Context: an optimization exercise on an open-source flow, tuned for small area, a short achievable clock period and few clock cycles. The choices shown serve that exercise and are no tape-out recipe.
In this exercise RTL edits were held to simulation tests only and were not proved equivalent to the original.
No activity file was given, so power comes from the tool's default toggle rates.

==> tundra: inputs <==
// pple
module pple (
    input  wire        clk,
    input  wire        rst,
    input  wire        host_wr,
    input  wire        host_rd,
    input  wire [11:0] host_addr,
    input  wire [31:0] host_wdata,
    output wire [31:0] host_rdata,
    output wire        busy,
    output reg         mem_req,
    output reg         mem_we,
    output reg  [11:0] mem_addr,
    output reg  [31:0] mem_wdata,
    input  wire        mem_gnt,
    input  wire [31:0] mem_rdata
);
    localparam [13:0] MEM_WORDS = 14'd4096;
    localparam integer DEPTH = 3;
    localparam [7:0] OK          = 8'd0;
    localparam [7:0] ERR_CMD     = 8'd1;
    localparam [7:0] ERR_PAL     = 8'd2;
    localparam [7:0] ERR_DEPTH   = 8'd3;
    localparam [7:0] ERR_DIM     = 8'd4;
    localparam [7:0] ERR_PARAM   = 8'd5;
    localparam [7:0] ERR_RANGE   = 8'd6;
    localparam [7:0] ERR_ADDR    = 8'd7;
    localparam [7:0] ERR_OVERLAP = 8'd8;
    localparam [7:0] OP_NOP    = 8'h00;
  ...
Settings: LEC_CHECK=0, CAP_MARGIN=20, CORE_MARGIN=2, CORE_UTILIZATION=30, PLACE_DENSITY=0.4, SLEW_MARGIN=20; clock period 17.0 ns.
standard.sh (not shown) runs the stock make flow with config.mk's settings and CLKGATE_MAP_FILE= SYNTH_SCRIPT=/design/flow/synth_recipe.tcl, a recipe that flattens the netlist after the stock synthesis.
==> flow/flow/run.sh <==
#!/bin/bash
# Layout flow: the standard ORFS flow (standard.sh, unchanged synthesis and
# steps), with a larger setup-repair margin so that repair_timing keeps sizing
# the critical paths well below the 17 ns clock. The SDC is not changed.
set -uo pipefail
bash standard.sh SETUP_SLACK_MARGIN=10 finish > standard_flow.log 2>&1
rc=$?
tail -20 standard_flow.log
exit $rc
==> pepper: changes against tundra <==
--- a/flow/design.v
+++ b/flow/design.v
@@ -56,11 +56,11 @@
     reg [5:0]  src_d;
     reg [31:0] dst_base, dst_w, dst_h;
     reg [5:0]  dst_d;
     reg        dst_pal;
     reg [31:0] msk_base, msk_w, msk_h;
-    reg [2047:0] lutv;               
+    reg [7:0]  lut [0:255];
     reg [2:0]  state;
     reg        busy_r;
     assign busy = busy_r;
     function legal_depth(input [5:0] d);
         legal_depth = (d == 6'd1) || (d == 6'd2) || (d == 6'd4) ||
@@ -82,24 +82,10 @@
             bits = {6'd0, w} << log2d(d);
             bits = bits + 38'd31;
             wpl  = legal_depth(d) ? bits[36:5] : 32'd0;
         end
     endfunction
-    function [63:0] lut_groups(input [2047:0] v, input [7:0] ix);
-        reg [15:0] hi, lo;
-        integer k;
-        begin
-            for (k = 0; k < 16; k = k + 1) begin
-                hi[k] = (ix[7:4] == k);
-                lo[k] = (ix[3:0] == k);
-            end
-            lut_groups = 64'd0;
-            for (k = 0; k < 256; k = k + 1)
-                lut_groups[8*(k/32) +: 8] = lut_groups[8*(k/32) +: 8] |
-                                            (v[8*k +: 8] & {8{hi[k/16] & lo[k%16]}});
-        end
-    endfunction
     wire [31:0] src_wpl = wpl(src_w, src_d);
     wire [31:0] dst_wpl = wpl(dst_w, dst_d);
     wire [31:0] msk_wpl = wpl(msk_w, 6'd1);
     reg [12:0] swq, dwq, mwq;        
     reg        swb, dwb, mwb;        
@@ -220,21 +206,23 @@
     wire        mul0  = (state == S_CHK1) || (mk == 2'd3);
     wire [25:0] acc_a = mul0 ? 26'd0 : {prod_a[21:0], 4'd0};
     wire [25:0] acc_b = mul0 ? 26'd0 : {prod_b[21:0], 4'd0};
     wire [25:0] mul_a = acc_a + a_wq * nib_a;
     wire [25:0] mul_b = acc_b + b_wq * nib_b;
-    wire [32:0] a_end = {1'b0, a_base} + {7'd0, prod_a};
-    wire [32:0] b_end = {1'b0, b_base} + {7'd0, prod_b};
-    wire a_in = a_ok && (a_end <= {19'd0, MEM_WORDS});
-    wire b_in = b_ok && (b_end <= {19'd0, MEM_WORDS});
-    wire ab_ovl = ({1'b0, a_base} < b_end) && ({1'b0, b_base} < a_end);
+    reg  [12:0] ab_q, bb_q;
+    reg         abig_q, bbig_q;
+    wire [13:0] a_end = {1'b0, ab_q} + {1'b0, prod_a[12:0]};
+    wire [13:0] b_end = {1'b0, bb_q} + {1'b0, prod_b[12:0]};
+    wire a_in = a_ok && !abig_q && (prod_a[25:13] == 0) && (a_end <= MEM_WORDS);
+    wire b_in = b_ok && !bbig_q && (prod_b[25:13] == 0) && (b_end <= MEM_WORDS);
+    wire ab_ovl = ({1'b0, ab_q} < b_end) && ({1'b0, bb_q} < a_end);
     reg [7:0] fin_code;
     always @(*) begin
         fin_code = OK;
-        if (is_pix) begin
+        if (m_pix) begin
             if (!a_in) fin_code = ERR_ADDR;
-        end else if (op == OP_MAP) begin
+        end else if (m_map && !m_mapm) begin
             if (!a_in) fin_code = ERR_ADDR;
         end else begin
             if (!a_in || !b_in) fin_code = ERR_ADDR;
             else if (ab_ovl)    fin_code = ERR_OVERLAP;
         end
@@ -298,20 +286,14 @@
     reg [11:0] cu_daddr;
     wire [31:0] hd = fd[0];
     wire        hv = (cnt != 2'd0);
     wire [7:0]  idx0 = !busy_r ? host_addr[9:2] : hd[31:24];
     wire [7:0]  idx1 = hd[23:16];
-    wire [63:0] lg0  = lut_groups(lutv, idx0);
-    wire [63:0] lg1  = lut_groups(lutv, idx1);
-    function [7:0] or8(input [63:0] x);
-        or8 = x[7:0] | x[15:8] | x[23:16] | x[31:24] | x[39:32] | x[47:40] | x[55:48] | x[63:56];
-    endfunction
-    wire [7:0]  lut0 = or8(lg0);
-    wire [7:0]  lut1 = or8(lg1);
-    reg [63:0] rdata_q;
-    reg        lrd_sel;
-    assign host_rdata = lrd_sel ? {24'd0, or8(rdata_q)} : rdata_q[31:0];
+    wire [7:0]  lut0 = lut[idx0];
+    wire [7:0]  lut1 = lut[idx1];
+    reg [31:0] rdata_q;
+    assign host_rdata = rdata_q;
     wire free     = !mem_req || mem_gnt;
     wire wr_taken = mem_req && mem_we && mem_gnt;
     wire rv_data  = rv && !rv_mask;
     wire q_room   = (wq_n != 2'd2);
     wire        go2      = (state == S_CHK2) && (fin_code == OK) && !m_pix;
@@ -449,37 +431,20 @@
     end
     wire work_done = m_map ? rg_done : (cu_done && !s2_v);
     wire all_done  = work_done && (cnt == 2'd0) && !rv && !cu_push && !mpend &&
                      !(mem_req && !mem_we) &&
                      ((wq_n == 2'd0) || (wq_n == 2'd1 && wr_taken));
-    wire [15:0] whi, wlo;
-    genvar gk;
-    generate
-        for (gk = 0; gk < 16; gk = gk + 1) begin : g_wdec
-            assign whi[gk] = (host_addr[9:6] == gk);
-            assign wlo[gk] = (host_addr[5:2] == gk);
-        end
-    endgenerate
     reg        lw_v;
     reg [7:0]  lw_a, lw_d;
     always @(posedge clk) begin
         lw_v <= host_wr && !busy_r && (host_addr[11:10] == 2'b10) && !rst;
         lw_a <= host_addr[9:2];
         lw_d <= host_wdata[7:0];
     end
-    wire [15:0] lhi, llo;
-    generate
-        for (gk = 0; gk < 16; gk = gk + 1) begin : g_ldec
-            assign lhi[gk] = (lw_a[7:4] == gk);
-            assign llo[gk] = (lw_a[3:0] == gk);
-        end
-    endgenerate
-    integer j;
     always @(posedge clk) begin
-        for (j = 0; j < 256; j = j + 1)
-            if (lw_v && lhi[j/16] && llo[j%16])
-                lutv[8*j +: 8] <= lw_d;
+        if (lw_v)
+            lut[lw_a] <= lw_d;
     end
     wire lw_hit = lw_v && (lw_a == host_addr[9:2]);
     integer i;
     always @(posedge clk) begin
         if (rst) begin
@@ -580,12 +545,11 @@
             dst_d    <= 6'd0;
             dst_pal  <= 1'b0;
             msk_base <= 32'd0;
             msk_w    <= 32'd0;
             msk_h    <= 32'd0;
-            rdata_q  <= 64'd0;
-            lrd_sel  <= 1'b0;
+            rdata_q  <= 32'd0;
             state    <= S_IDLE;
             busy_r   <= 1'b0;
             m_conv   <= 1'b0;
             m_map    <= 1'b0;
             m_mapm   <= 1'b0;
@@ -606,11 +570,10 @@
                 mw_wait  <= 1'b0;
             end
             case (state)
                 S_IDLE: begin
                     if (host_rd) begin
-                        lrd_sel <= (host_addr[11:10] == 2'b10);
                         case (ra)
                             10'h000: rdata_q <= cmd_r;
                             10'h001: rdata_q <= {24'd0, status};
                             10'h002: rdata_q <= {23'd0, faults, 1'b0};
                             10'h003: rdata_q <= seq;
@@ -634,11 +597,11 @@
                             10'h01c: rdata_q <= dst_wpl;
                             10'h020: rdata_q <= msk_base;
                             10'h021: rdata_q <= msk_w;
                             10'h022: rdata_q <= msk_h;
                             10'h024: rdata_q <= msk_wpl;
-                            default: rdata_q <= (host_addr[11:10] != 2'b10) ? 64'd0 : lw_hit ? {56'd0, lw_d} : lg0;
+                            default: rdata_q <= (host_addr[11:10] != 2'b10) ? 32'd0 : lw_hit ? {24'd0, lw_d} : {24'd0, lut0};
                         endcase
                     end
                     if (host_wr) begin
                         case (ra)
                             10'h000: begin
@@ -681,10 +644,14 @@
                 end
                 S_CHK1: begin
                     prod_a <= mul_a;
                     prod_b <= mul_b;
                     a_ok   <= (a_h[31:13] == 0) && !a_wb;
+                    ab_q   <= a_base[12:0];
+                    bb_q   <= b_base[12:0];
+                    abig_q <= (a_base[31:13] != 0);
+                    bbig_q <= (b_base[31:13] != 0);
                     b_ok   <= (b_h[31:13] == 0) && !b_wb;
                     mk     <= 2'd3;
                     if (pre_code != OK) begin
                         status <= pre_code;
                         faults[pre_code[3:0]] <= 1'b1;
@@ -792,11 +759,11 @@
                     if (mk == 2'd0)
                         state <= S_CHK2;
                 end
                 S_CHK2: begin
                     if (m_pix)
-                        rg_addr <= r_base[11:0] + prod_b[11:0] + pxw[11:0];
+                        rg_addr <= ab_q[11:0] + prod_b[11:0] + pxw[11:0];
                     if (m_pix)
                         rg_cnt  <= 13'd1;
                     else if (m_conv)
                         rg_cnt  <= prod_a[12:0];
                     row_end <= (src_w[17:0] <= {13'd0, pin});
==> flow/flow/run.sh (replaced) <==
#!/bin/bash
# Layout flow: the standard ORFS flow (standard.sh, unchanged synthesis and
# steps), with a larger setup-repair margin so that repair_timing keeps sizing
# the critical paths well below the 17 ns clock. The SDC is not changed.
set -uo pipefail
bash standard.sh SETUP_SLACK_MARGIN=11 finish > standard_flow.log 2>&1
rc=$?
tail -20 standard_flow.log
exit $rc
--- a/flow/config.mk
+++ b/flow/config.mk
@@ -5,8 +5,9 @@
 export SDC_FILE = /design/flow/constraint.sdc
 export NUM_CORES = 4
 export LEC_CHECK = 0
 export CAP_MARGIN = 20
 export CORE_MARGIN = 2
-export CORE_UTILIZATION = 30
-export PLACE_DENSITY = 0.4
+export CORE_UTILIZATION = 40
+export PLACE_DENSITY = 0.5
 export SLEW_MARGIN = 20
+export TNS_END_PERCENT = 10
==> violet: changes against tundra <==
--- a/flow/design.v
+++ b/flow/design.v
@@ -56,11 +56,11 @@
     reg [5:0]  src_d;
     reg [31:0] dst_base, dst_w, dst_h;
     reg [5:0]  dst_d;
     reg        dst_pal;
     reg [31:0] msk_base, msk_w, msk_h;
-    reg [2047:0] lutv;               
+    reg [7:0]  lut [0:255];
     reg [2:0]  state;
     reg        busy_r;
     assign busy = busy_r;
     function legal_depth(input [5:0] d);
         legal_depth = (d == 6'd1) || (d == 6'd2) || (d == 6'd4) ||
@@ -82,24 +82,10 @@
             bits = {6'd0, w} << log2d(d);
             bits = bits + 38'd31;
             wpl  = legal_depth(d) ? bits[36:5] : 32'd0;
         end
     endfunction
-    function [63:0] lut_groups(input [2047:0] v, input [7:0] ix);
-        reg [15:0] hi, lo;
-        integer k;
-        begin
-            for (k = 0; k < 16; k = k + 1) begin
-                hi[k] = (ix[7:4] == k);
-                lo[k] = (ix[3:0] == k);
-            end
-            lut_groups = 64'd0;
-            for (k = 0; k < 256; k = k + 1)
-                lut_groups[8*(k/32) +: 8] = lut_groups[8*(k/32) +: 8] |
-                                            (v[8*k +: 8] & {8{hi[k/16] & lo[k%16]}});
-        end
-    endfunction
     wire [31:0] src_wpl = wpl(src_w, src_d);
     wire [31:0] dst_wpl = wpl(dst_w, dst_d);
     wire [31:0] msk_wpl = wpl(msk_w, 6'd1);
     reg [12:0] swq, dwq, mwq;        
     reg        swb, dwb, mwb;        
@@ -220,21 +206,23 @@
     wire        mul0  = (state == S_CHK1) || (mk == 2'd3);
     wire [25:0] acc_a = mul0 ? 26'd0 : {prod_a[21:0], 4'd0};
     wire [25:0] acc_b = mul0 ? 26'd0 : {prod_b[21:0], 4'd0};
     wire [25:0] mul_a = acc_a + a_wq * nib_a;
     wire [25:0] mul_b = acc_b + b_wq * nib_b;
-    wire [32:0] a_end = {1'b0, a_base} + {7'd0, prod_a};
-    wire [32:0] b_end = {1'b0, b_base} + {7'd0, prod_b};
-    wire a_in = a_ok && (a_end <= {19'd0, MEM_WORDS});
-    wire b_in = b_ok && (b_end <= {19'd0, MEM_WORDS});
-    wire ab_ovl = ({1'b0, a_base} < b_end) && ({1'b0, b_base} < a_end);
+    reg  [12:0] ab_q, bb_q;
+    reg         abig_q, bbig_q;
+    wire [13:0] a_end = {1'b0, ab_q} + {1'b0, prod_a[12:0]};
+    wire [13:0] b_end = {1'b0, bb_q} + {1'b0, prod_b[12:0]};
+    wire a_in = a_ok && !abig_q && (prod_a[25:13] == 0) && (a_end <= MEM_WORDS);
+    wire b_in = b_ok && !bbig_q && (prod_b[25:13] == 0) && (b_end <= MEM_WORDS);
+    wire ab_ovl = ({1'b0, ab_q} < b_end) && ({1'b0, bb_q} < a_end);
     reg [7:0] fin_code;
     always @(*) begin
         fin_code = OK;
-        if (is_pix) begin
+        if (m_pix) begin
             if (!a_in) fin_code = ERR_ADDR;
-        end else if (op == OP_MAP) begin
+        end else if (m_map && !m_mapm) begin
             if (!a_in) fin_code = ERR_ADDR;
         end else begin
             if (!a_in || !b_in) fin_code = ERR_ADDR;
             else if (ab_ovl)    fin_code = ERR_OVERLAP;
         end
@@ -298,20 +286,14 @@
     reg [11:0] cu_daddr;
     wire [31:0] hd = fd[0];
     wire        hv = (cnt != 2'd0);
     wire [7:0]  idx0 = !busy_r ? host_addr[9:2] : hd[31:24];
     wire [7:0]  idx1 = hd[23:16];
-    wire [63:0] lg0  = lut_groups(lutv, idx0);
-    wire [63:0] lg1  = lut_groups(lutv, idx1);
-    function [7:0] or8(input [63:0] x);
-        or8 = x[7:0] | x[15:8] | x[23:16] | x[31:24] | x[39:32] | x[47:40] | x[55:48] | x[63:56];
-    endfunction
-    wire [7:0]  lut0 = or8(lg0);
-    wire [7:0]  lut1 = or8(lg1);
-    reg [63:0] rdata_q;
-    reg        lrd_sel;
-    assign host_rdata = lrd_sel ? {24'd0, or8(rdata_q)} : rdata_q[31:0];
+    wire [7:0]  lut0 = lut[idx0];
+    wire [7:0]  lut1 = lut[idx1];
+    reg [31:0] rdata_q;
+    assign host_rdata = rdata_q;
     wire free     = !mem_req || mem_gnt;
     wire wr_taken = mem_req && mem_we && mem_gnt;
     wire rv_data  = rv && !rv_mask;
     wire q_room   = (wq_n != 2'd2);
     wire        go2      = (state == S_CHK2) && (fin_code == OK) && !m_pix;
@@ -449,37 +431,20 @@
     end
     wire work_done = m_map ? rg_done : (cu_done && !s2_v);
     wire all_done  = work_done && (cnt == 2'd0) && !rv && !cu_push && !mpend &&
                      !(mem_req && !mem_we) &&
                      ((wq_n == 2'd0) || (wq_n == 2'd1 && wr_taken));
-    wire [15:0] whi, wlo;
-    genvar gk;
-    generate
-        for (gk = 0; gk < 16; gk = gk + 1) begin : g_wdec
-            assign whi[gk] = (host_addr[9:6] == gk);
-            assign wlo[gk] = (host_addr[5:2] == gk);
-        end
-    endgenerate
     reg        lw_v;
     reg [7:0]  lw_a, lw_d;
     always @(posedge clk) begin
         lw_v <= host_wr && !busy_r && (host_addr[11:10] == 2'b10) && !rst;
         lw_a <= host_addr[9:2];
         lw_d <= host_wdata[7:0];
     end
-    wire [15:0] lhi, llo;
-    generate
-        for (gk = 0; gk < 16; gk = gk + 1) begin : g_ldec
-            assign lhi[gk] = (lw_a[7:4] == gk);
-            assign llo[gk] = (lw_a[3:0] == gk);
-        end
-    endgenerate
-    integer j;
     always @(posedge clk) begin
-        for (j = 0; j < 256; j = j + 1)
-            if (lw_v && lhi[j/16] && llo[j%16])
-                lutv[8*j +: 8] <= lw_d;
+        if (lw_v)
+            lut[lw_a] <= lw_d;
     end
     wire lw_hit = lw_v && (lw_a == host_addr[9:2]);
     integer i;
     always @(posedge clk) begin
         if (rst) begin
@@ -580,12 +545,11 @@
             dst_d    <= 6'd0;
             dst_pal  <= 1'b0;
             msk_base <= 32'd0;
             msk_w    <= 32'd0;
             msk_h    <= 32'd0;
-            rdata_q  <= 64'd0;
-            lrd_sel  <= 1'b0;
+            rdata_q  <= 32'd0;
             state    <= S_IDLE;
             busy_r   <= 1'b0;
             m_conv   <= 1'b0;
             m_map    <= 1'b0;
             m_mapm   <= 1'b0;
@@ -606,11 +570,10 @@
                 mw_wait  <= 1'b0;
             end
             case (state)
                 S_IDLE: begin
                     if (host_rd) begin
-                        lrd_sel <= (host_addr[11:10] == 2'b10);
                         case (ra)
                             10'h000: rdata_q <= cmd_r;
                             10'h001: rdata_q <= {24'd0, status};
                             10'h002: rdata_q <= {23'd0, faults, 1'b0};
                             10'h003: rdata_q <= seq;
@@ -634,11 +597,11 @@
                             10'h01c: rdata_q <= dst_wpl;
                             10'h020: rdata_q <= msk_base;
                             10'h021: rdata_q <= msk_w;
                             10'h022: rdata_q <= msk_h;
                             10'h024: rdata_q <= msk_wpl;
-                            default: rdata_q <= (host_addr[11:10] != 2'b10) ? 64'd0 : lw_hit ? {56'd0, lw_d} : lg0;
+                            default: rdata_q <= (host_addr[11:10] != 2'b10) ? 32'd0 : lw_hit ? {24'd0, lw_d} : {24'd0, lut0};
                         endcase
                     end
                     if (host_wr) begin
                         case (ra)
                             10'h000: begin
@@ -681,10 +644,14 @@
                 end
                 S_CHK1: begin
                     prod_a <= mul_a;
                     prod_b <= mul_b;
                     a_ok   <= (a_h[31:13] == 0) && !a_wb;
+                    ab_q   <= a_base[12:0];
+                    bb_q   <= b_base[12:0];
+                    abig_q <= (a_base[31:13] != 0);
+                    bbig_q <= (b_base[31:13] != 0);
                     b_ok   <= (b_h[31:13] == 0) && !b_wb;
                     mk     <= 2'd3;
                     if (pre_code != OK) begin
                         status <= pre_code;
                         faults[pre_code[3:0]] <= 1'b1;
@@ -792,11 +759,11 @@
                     if (mk == 2'd0)
                         state <= S_CHK2;
                 end
                 S_CHK2: begin
                     if (m_pix)
-                        rg_addr <= r_base[11:0] + prod_b[11:0] + pxw[11:0];
+                        rg_addr <= ab_q[11:0] + prod_b[11:0] + pxw[11:0];
                     if (m_pix)
                         rg_cnt  <= 13'd1;
                     else if (m_conv)
                         rg_cnt  <= prod_a[12:0];
                     row_end <= (src_w[17:0] <= {13'd0, pin});
--- a/flow/config.mk
+++ b/flow/config.mk
@@ -8,5 +8,6 @@
 export CAP_MARGIN = 20
 export CORE_MARGIN = 2
 export CORE_UTILIZATION = 30
 export PLACE_DENSITY = 0.4
 export SLEW_MARGIN = 20
+export TNS_END_PERCENT = 10
==> qor summary <==
	violet	pepper	tundra
Status	finished clean	finished clean	did not finish
Stage where the flow stopped	-	-	global routing (5_1_grt)
Net count of the mapped netlist	17427	17427	19083
Number of instances on the worst hold path	1	0	-
Area growth from synthesis to layout	14.4%	16.2%	-
Non-clock buffers	755	1018	-
Pre-CTS setup slack	7.14 ns	6.85 ns	6.62 ns
Number of DRC markers after the initial detailed-route iteration	19110	22028	-
Clock share of power	0.476	0.461	-
Final Instance Area	223000 sq um	226000 sq um	-
Cells after synthesis	16828	16828	18419
Final worst path period share	0.436	0.387	-
Sequential-cell power consumption	9.13 mW	9.13 mW	-
Buffers inserted by post-CTS timing repair	27	288	159
Number of maximum-capacitance constraint violations	0	0	-
Hold Vio Cnt, Final	0	0	-
Area share of xor/xnor cells in the synthesized design	0.0203	0.0203	0.0224
Number of multi-input logic gates	11563	11566	-
Die Y	810 microns	702 microns	799 microns
Setup crit start kind	input pin	input pin	-
Layout Utilization	0.345	0.466	-
Start point of the critical path	host_addr[3]	host_addr[3]	-
Non-clock buffer area fraction after layout	0.0323	0.0510	-
Testbench counts of tundra, summed over its fixed seeds: cycles 184,550.
Testbench counts of pepper, summed over its fixed seeds: cycles 184,550.
Testbench counts of violet, summed over its fixed seeds: cycles 184,550.

==> static timing again, ports no longer ideal <==
The results above use ideal ports. As a check the final layouts listed here were re-extracted and re-timed, cells and wires unchanged. Step 1 assumes that a clkbuf_16 drives the clock port and a buf_2 every other input. Step 2 also shifts input and output timing later by t, the mid clock arrival at the registers, as if the neighbouring blocks saw the same clock. Slacks: ideal ports / drivers / drivers and shift; pairs: ideal ports / drivers.
run	shift t [ns]	setup slack, ns	worst data-port slew with drivers (ns)
pepper	1.151	10.418 / 10.398 / 9.247	0.30
violet	1.167	9.586 / 9.478 / 8.312	0.39
After both steps every run listed still meets setup and hold. For violet, which loses most, drivers alone change the setup slack by -0.108 ns; drivers and shift together by -1.274 ns.
